From an optimization exercise on the open Yosys and OpenROAD flow, aimed at small area, a short achievable clock period and few clock cycles per item; shortcuts taken in it are not production practice.
Function was checked by simulation only, so behaviour that the tests miss may differ from the original.
Power figures rest on the tool's default switching activity, not on a simulated workload.

==> design.v <==
module b62_enc (
    input  wire         clk,
    input  wire         rst,
    input  wire [495:0] alpha,         
    input  wire         start,
    input  wire [15:0]  len,
    output wire         idle,
    input  wire         in_valid,
    input  wire [7:0]   in_data,
    output wire         in_ready,
    output wire         out_valid,
    output wire [7:0]   out_sym,
    output wire         out_last,
    input  wire         out_ready
);
    reg        running;
    reg [18:0] rem;          
    reg [15:0] bytes_left;   
    reg [12:0] acc;          
    reg [3:0]  have;         
    wire       term = (rem <= 19'd6);
    wire [3:0] need = term ? rem[3:0] : 4'd6;
    wire       load = running && (have < need);
    wire       step = running && !load;
    wire [5:0] v   = acc[5:0];
    wire       cmp = (v[4:1] == 4'hF) && (!term || v[5]);
    wire [5:0] d   = cmp ? {1'b0, v[4:0]} : v;
    wire [3:0] wd  = cmp ? 4'd5 : need;
    assign idle      = !running;
    assign in_ready  = load;
    assign out_valid = step;
    assign out_sym   = alpha[d*8 +: 8];
    assign out_last  = (rem == {15'd0, wd});
    always @(posedge clk) begin
        if (rst) begin
            running    <= 1'b0;
            rem        <= 19'd0;
            bytes_left <= 16'd0;
            acc        <= 13'd0;
            have       <= 4'd0;
        end else if (!running) begin
            if (start && len != 16'd0) begin
                running    <= 1'b1;
                rem        <= {len, 3'b000};
                bytes_left <= len;
                acc        <= 13'd0;
                have       <= 4'd0;
            end
        end else if (load) begin
            if (in_valid) begin
                acc        <= acc | ({5'd0, in_data} << have);
                have       <= have + 4'd8;
                bytes_left <= bytes_left - 16'd1;
            end
        end else if (out_ready) begin
            acc  <= acc >> wd;
            have <= have - wd;
            rem  <= rem - {15'd0, wd};
            if (out_last)
                running <= 1'b0;
        end
    end
endmodule
module b62_dec (
    input  wire         clk,
    input  wire         rst,
    input  wire [495:0] alpha,         
    input  wire         start,
    input  wire [15:0]  len,
    output wire         idle,
    input  wire         in_valid,
    input  wire [7:0]   in_sym,
    output wire         in_ready,
    output wire         out_valid,
    output wire [7:0]   out_data,
    input  wire         out_ready,
    output wire         done,
    output wire         err,
    output wire [15:0]  err_idx,
    output wire [15:0]  olen
);
    localparam S_IDLE  = 3'd0;
    localparam S_RUN   = 3'd1;
    localparam S_DRAIN = 3'd2;
    localparam S_FLUSH = 3'd3;
    localparam S_DONE  = 3'd4;
    reg [2:0]  state;
    reg [15:0] m;            
    reg [15:0] i;            
    reg [6:0]  acc;          
    reg [2:0]  off;          
    reg        outv;
    reg [7:0]  outb;
    reg [15:0] olen_r;
    reg        err_r;
    reg [15:0] err_idx_r;
    reg [5:0] x;
    reg       hit;
    integer k;
    always @(*) begin
        x   = 6'd0;
        hit = 1'b0;
        for (k = 0; k < 62; k = k + 1) begin
            if (alpha[k*8 +: 8] == in_sym) begin
                x   = k[5:0];
                hit = 1'b1;
            end
        end
    end
    function [3:0] bitlen;
        input [5:0] val;
        begin
            if (val[5])      bitlen = 4'd6;
            else if (val[4]) bitlen = 4'd5;
            else if (val[3]) bitlen = 4'd4;
            else if (val[2]) bitlen = 4'd3;
            else if (val[1]) bitlen = 4'd2;
            else if (val[0]) bitlen = 4'd1;
            else             bitlen = 4'd0;
        end
    endfunction
    wire        last = (i == m - 16'd1);
    wire [3:0]  w    = last ? bitlen(x) : ((x[4:1] == 4'hF) ? 4'd5 : 4'd6);
    wire [12:0] sum  = {6'd0, acc} | ({7'd0, x} << off);
    wire [3:0]  off2 = {1'b0, off} + w;
    assign idle      = (state == S_IDLE);
    assign in_ready  = ((state == S_RUN) && !outv) || (state == S_DRAIN);
    assign out_valid = outv;
    assign out_data  = outb;
    assign done      = (state == S_DONE) && !outv;
    assign err       = err_r;
    assign err_idx   = err_idx_r;
    assign olen      = olen_r;
    always @(posedge clk) begin
        if (rst) begin
            state     <= S_IDLE;
            m         <= 16'd0;
            i         <= 16'd0;
            acc       <= 7'd0;
            off       <= 3'd0;
            outv      <= 1'b0;
            outb      <= 8'd0;
            olen_r    <= 16'd0;
            err_r     <= 1'b0;
            err_idx_r <= 16'd0;
        end else begin
            if (outv && out_ready)
                outv <= 1'b0;
            case (state)
                S_IDLE: begin
                    if (start) begin
                        m         <= len;
                        i         <= 16'd0;
                        acc       <= 7'd0;
                        off       <= 3'd0;
                        olen_r    <= 16'd0;
                        err_r     <= 1'b0;
                        err_idx_r <= 16'd0;
                        state     <= (len == 16'd0) ? S_DONE : S_RUN;
                    end
                end
                S_RUN: begin
                    if (!outv && in_valid) begin
                        i <= i + 16'd1;
                        if (!hit) begin
                            err_r     <= 1'b1;
                            err_idx_r <= i;
                            state     <= last ? S_DONE : S_DRAIN;
                        end else begin
                            if (off2 >= 4'd8) begin
                                outv   <= 1'b1;
                                outb   <= sum[7:0];
                                acc    <= {2'b00, sum[12:8]};
                                off    <= off2[2:0];
                                olen_r <= olen_r + 16'd1;
                            end else begin
                                acc <= sum[6:0];
                                off <= off2[2:0];
                            end
                            if (last)
                                state <= S_FLUSH;
                        end
                    end
                end
                S_DRAIN: begin
                    if (in_valid) begin
                        i <= i + 16'd1;
                        if (last)
                            state <= S_DONE;
                    end
                end
                S_FLUSH: begin
                    if (!outv) begin
                        if (off != 3'd0) begin
                            outv   <= 1'b1;
                            outb   <= {1'b0, acc};
                            olen_r <= olen_r + 16'd1;
                        end
                        state <= S_DONE;
                    end
                end
                S_DONE: begin
                    if (!outv)
                        state <= S_IDLE;
                end
                default: state <= S_IDLE;
            endcase
        end
    end
endmodule
module b62_codec (
    input  wire        clk,
    input  wire        rst,
    input  wire        tt_we,
    input  wire [5:0]  tt_addr,
    input  wire [7:0]  tt_data,
    input  wire        enc_start,
    input  wire [15:0] enc_len,
    output wire        enc_idle,
    input  wire        enc_in_valid,
    input  wire [7:0]  enc_in_data,
    output wire        enc_in_ready,
    output wire        enc_out_valid,
    output wire [7:0]  enc_out_sym,
    output wire        enc_out_last,
    input  wire        enc_out_ready,
    input  wire        dec_start,
    input  wire [15:0] dec_len,
    output wire        dec_idle,
    input  wire        dec_in_valid,
    input  wire [7:0]  dec_in_sym,
    output wire        dec_in_ready,
    output wire        dec_out_valid,
    output wire [7:0]  dec_out_data,
    input  wire        dec_out_ready,
    output wire        dec_done,
    output wire        dec_err,
    output wire [15:0] dec_err_idx,
    output wire [15:0] dec_olen
);
    reg [495:0] alpha;
    always @(posedge clk) begin
        if (tt_we && tt_addr < 6'd62)
            alpha[tt_addr*8 +: 8] <= tt_data;
    end
    b62_enc u_enc (
        .clk       (clk),
        .rst       (rst),
        .alpha     (alpha),
        .start     (enc_start),
        .len       (enc_len),
        .idle      (enc_idle),
        .in_valid  (enc_in_valid),
        .in_data   (enc_in_data),
        .in_ready  (enc_in_ready),
        .out_valid (enc_out_valid),
        .out_sym   (enc_out_sym),
        .out_last  (enc_out_last),
        .out_ready (enc_out_ready)
    );
    b62_dec u_dec (
        .clk       (clk),
        .rst       (rst),
        .alpha     (alpha),
        .start     (dec_start),
        .len       (dec_len),
        .idle      (dec_idle),
        .in_valid  (dec_in_valid),
        .in_sym    (dec_in_sym),
        .in_ready  (dec_in_ready),
        .out_valid (dec_out_valid),
        .out_data  (dec_out_data),
        .out_ready (dec_out_ready),
        .done      (dec_done),
        .err       (dec_err),
        .err_idx   (dec_err_idx),
        .olen      (dec_olen)
    );
endmodule
==> run.sh <==
#!/bin/bash
# synth_recipe.tcl (not shown) runs the flow's synth.tcl, then flattens the netlist and writes it again
# the make line also repeats each setting of config.mk as NAME=value (left out here)
make -C /OpenROAD-flow-scripts/flow DESIGN_CONFIG=/design/flow/config.mk WORK_HOME=/design/flow/orfs CLKGATE_MAP_FILE= SYNTH_SCRIPT=/design/flow/synth_recipe.tcl finish
==> config.mk <==
export PLATFORM = sky130hd
export DESIGN_NAME = b62_codec
export DESIGN_NICKNAME = b62_codec
export VERILOG_FILES = /design/flow/design.v
export SDC_FILE = /design/flow/constraint.sdc
export NUM_CORES = 4
export LEC_CHECK = 0
export CAP_MARGIN = 20
export CORE_MARGIN = 2
export CORE_UTILIZATION = 40
export SLEW_MARGIN = 20
==> constraint.sdc <==
create_clock -name core_clock -period 9.0 [get_ports {clk}]
set_input_delay 1.8000 -clock core_clock [delete_from_list [all_inputs] [get_ports {clk}]]
set_output_delay 1.8000 -clock core_clock [all_outputs]
set_load 0.01 [all_outputs]
==> results.py <==
metrics = {
    "logic_synthesis": {
        "avgSynthCellArea_um2": 11.49,
        "synth.distinct_cells": 97,
        "synth_top_area_share_pct": 37.37,
        "yosys.area.top_type": "edfxtp_1",
        "syn_area_um2": 39860,
        "ys_warn_count": 3,
        "synth-seq-area-share_pct": 43.59,
        "ys_seq_elements": 620,
        "ys_top_cells_by_area": "edfxtp_1 37%, mux2_2 13%, xor2_1 7.6%, dfxtp_1 6.2%, mux4_2 5.7%",
        "synthCells": 3468,
        "async_flop_share_pct": 0,
        "ys_top_cells_by_count": "496 x edfxtp_1, 474 x mux2_2, 346 x xor2_1",
        "synth_enable_flop_cells": 496,
        "synthFlopType": "edfxtp_1",
        "synth.most_common_cell": "edfxtp_1",
    },
    "clock_network": {
        "htreeDepth": 3,
        "clock_path_buffers": 3,
        "cts-root-buf": "clkbuf_16",
        "clkTransAtPathRegs_ns": 0.06,
        "hold_buffers": 0,
        "cts_tree": "built",
        "clk_latency_ns": 0.65,
        "cts_setup_buffers": 0,
        "clock_sink_count": 620,
        "cts_resized": 0,
        "cts_inserted_buffers": 75,
    },
    "placement": {
        "place_area_um2": 42110,
        "port_buffers": 127,
        "gp_congestion": 0.9665,
        "dp_hpwl_um": 84050,
    },
    "setup_path": {
        "r2r_setup_slack_ns": 2.39,
        "cp_common_cell": "nand2_1",
        "path_buf_inv": 2,
        "setup.worst_path.start_class": "primary input",
        "rr_endpoint": "u_dec.outb[7]",
        "reg2reg_from": "alpha[78]",
        "crit_required_ns": 9.52,
        "crit_slowest_cell": "o41ai_1",
        "cp_top_family": "compound AO/OA/AOI/OAI gates",
        "path_class": "primary input to flop",
        "end_kind": "flop",
        "cpPeakStageDelay_ns": 0.71,
        "path_cells": "buf_4 > buf_4 > xor2_1 > nor4_1 > nand2_1 > a21oi_1 > o2111ai_1 > a221oi_1 > o21ai_1 > o21ai_0 > nand2_1 > a31oi_1 > ha_1 > a21o_1 > a21o_1 > a21oi_1 > o41ai_1 > o21ai_1 > nor2_1 > nand2_1 > o311ai_0",
        "cp_max_fo": 32,
        "ff2ff_path_depth": 19,
        "critical_path_arrival_ns": 8.63,
    },
    "routing": {
        "post_drt_wl_per_cell_um": 25.32,
        "vias": 29200,
        "drc": 0,
        "dr.pass1.iters": 6,
        "wirelength_um": 122800,
        "drtAntennaViolNets": 0,
        "viasPerCell": 6.022,
        "drt_iter0_drc": 3054,
    },
    "pwr": {
        "irDropWorstVdd_uv": 134.7,
        "clockPowerShare_pct": 37.3,
        "combPwrFrac_pct": 19.3,
        "swShare_pct": 29.58,
        "p_per_area_nw_per_um2": 183.6,
        "p_int_w": 0.005754,
        "seqPwrFrac_pct": 43.5,
        "total_leakage_power_nw": 14.89,
        "switching_power_w": 0.002417,
    },
    "sta": {
        "final_max_slew_viol_count": 0,
        "fmax_mhz": 123.3,
        "period_needed_ns": 8.110,
        "slew-limit-headroom_pct": 19.60,
        "skew_ns": 0.02196,
        "finalSetupViolCount": 0,
        "tightest_slew_ns": 1.202,
        "hold_violations": 0,
        "post-route-period-util_pct": 90.11,
        "finalSetupTns_ns": 0,
        "rsz0062_at_grt": "false",
    },
    "floorplanning": {
        "die_y_um": 319.7,
        "dieArea_um2": 102200,
        "row_count": 115,
        "die_width_um": 319.7,
        "initial_core_util_pct": 40.44,
        "coreArea_um2": 98560,
        "ioPinCount": 128,
    },
    "grt": {
        "grt_usage_pct": 23.60,
        "antenna_found_initial": 4,
        "grt_overflow": 0,
        "grt_pass1_vias": 28120,
        "grt_max_degree": 138,
        "grt_pass1_wl_um": 185000,
    },
    "outcome": {
        "run_status": "finished clean",
    },
    "cells_and_area": {
        "fillCellCount": 9137,
        "area_delta_synth_final_pct": 11.66,
        "fin_nets": 3593,
        "design_area_um2": 44510,
        "drive_gt1_share_pct": 22.49,
    },
    "job": {
        "drv_cap": 0,
    },
    "hold_path": {
        "hold_class": "flop to flop",
        "min-delay-start": "u_dec.acc[5]",
        "worstHoldEndpoint": "u_dec.acc[5]",
        "min_path_cells": 2,
    },
}
## layout by cell type, fill, tap and decap left out, types with 48 or more instances in the layout
cell / netlist / layout
a21oi_1: 124 / 124
buf_4: 32 / 61
clkbuf_16: 0 / 77
clkdlybuf4s50_1: 0 / 110
dfxtp_1: 124 / 121
edfxtp_1: 496 / 496
mux2_2: 474 / 474
mux2i_1: 108 / 108
mux4_2: 101 / 101
nand2_1: 244 / 244
nand3_1: 48 / 48
nand4_1: 68 / 68
nor2_1: 174 / 174
nor4_1: 107 / 106
o21ai_0: 123 / 123
xnor2_1: 191 / 191
xor2_1: 346 / 346
## kinds of logic (layout without fill, tap and decap cells)
group           Yosys count  after routing  synth area share [%]
other cells               1              3              0.009408
compound gates          503            503                 8.130
flops                   620            620                 43.59
mux                     684            684                 21.84
xor+xnor                537            537                 11.80
fa+ha+maj                21             21                0.7157
simple gates            825            825                 10.43
buf+inv                 277            369                 3.481
## power groups by stage
stage	Clock (W)	Combinational (W)	Sequential, W
2_1_floorplan	0	0.00114	0.00354
3_3_place_gp	0	0.00154	0.00360
3_5_place_dp	0	0.00155	0.00361
4_1_cts	0.00310	0.00156	0.00355
5_1_grt	0.00321	0.00170	0.00358
6_report	0.00304	0.00157	0.00355
## per-layer routing
layer	wire length (µm)	global-route usage (%)	part of all wire (%)	vias to the layer above
met2	55240	36.80	45	1184
met4	3552	7.013	2.9	2
met5	8	0	0.0065	-
li1	-	-	-	13130
met1	54570	33.50	44	14700
met3	9420	4.135	7.7	191
## flip-flops by register name, summed over array words and instances (netlist names)
register         cells
u_dec.state          3
u_enc.running        1
u_dec.i             16
u_dec.outv           1
u_enc.acc           13
u_dec.acc            7
u_dec.off            3
u_enc.rem           19
u_enc.have           4
u_dec.err_r          1
u_dec.outb           8
u_dec.olen_r        16
alpha              496
u_dec.m             16
u_dec.err_idx_r     16
## stage by stage
step	hold slack, ns	utilization [%]	power (W)	instances	setup WS, ns
floorplan	0.4244	-	0.004672	3469	0.2153
finish	0.4591	45.16	0.008170	4849	0.8904
global route	0.5017	45.16	0.008484	4849	0.3470
CTS	0.4583	45.15	0.008205	4848	0.9960
global placement	0.4381	42.69	0.005147	4710	0.5221
detailed placement	0.4443	42.72	0.005162	4711	0.3114
## worst max-delay path by stage
stage / startpoint / to / slack, ns / depth (start not counted)
6_report: dec_in_sym[5] / u_dec.outb[7] / 0.89 / 21
5_1_grt: dec_in_sym[5] / u_dec.outb[7] / 0.35 / 21
4_1_cts: dec_in_sym[5] / u_dec.outb[7] / 1.0 / 21
3_5_place_dp: dec_in_sym[5] / u_dec.outb[7] / 0.31 / 21
3_3_place_gp: dec_in_sym[5] / u_dec.outb[7] / 0.52 / 21
2_1_floorplan: tt_addr[3] / alpha[0] / 0.22 / 3
## layout make-up
type                    count  area (µm²)  area share, %
diodes                      1       2.502       0.005622
repair buffers            189        1807          4.059
flip-flops and latches    620       17390          39.06
multi-input cells        2572       21140          47.50
clock inverters            39       362.8         0.8152
inverters                  43       161.4         0.3626
clock buffers              98        2036          4.574
well taps                1287        1610          3.618
## worst min-delay path: stages (launching register included)
cell,delay [ns]
dfxtp_1,0.33
nand2_1,0.05
o21ai_0,0.06
Testbench counts, summed over its fixed seeds: cycles 22,482, items 9,181.

==> re-timing with driven ports <==
How much do the figures lean on ideal ports? The routed layout below was timed once more, with nothing changed but the port constraints.
Step 1 (the two cells are an assumption about what drives the block):
set clk [get_ports {clk}]
set_driving_cell -lib_cell sky130_fd_sc_hd__clkbuf_16 $clk
set_driving_cell -lib_cell sky130_fd_sc_hd__buf_2 [delete_from_list [all_inputs] $clk]
Step 2, shift: input delay + t, output delay - t, t = (earliest + latest rising clock arrival at the registers) / 2. This alone moves slack from input paths to output paths.
Three values: no drivers, after step 1, after step 2; two values: the first two.
t, ns: 0.706
slack for setup (ns): 0.890 / 0.843 / 0.137
worst register clock-pin slew, ns: 0.06 / 0.06
After both steps this run still meets setup and hold. The setup slack of this run moves by -0.047 ns with the drivers and by -0.753 ns with both steps.
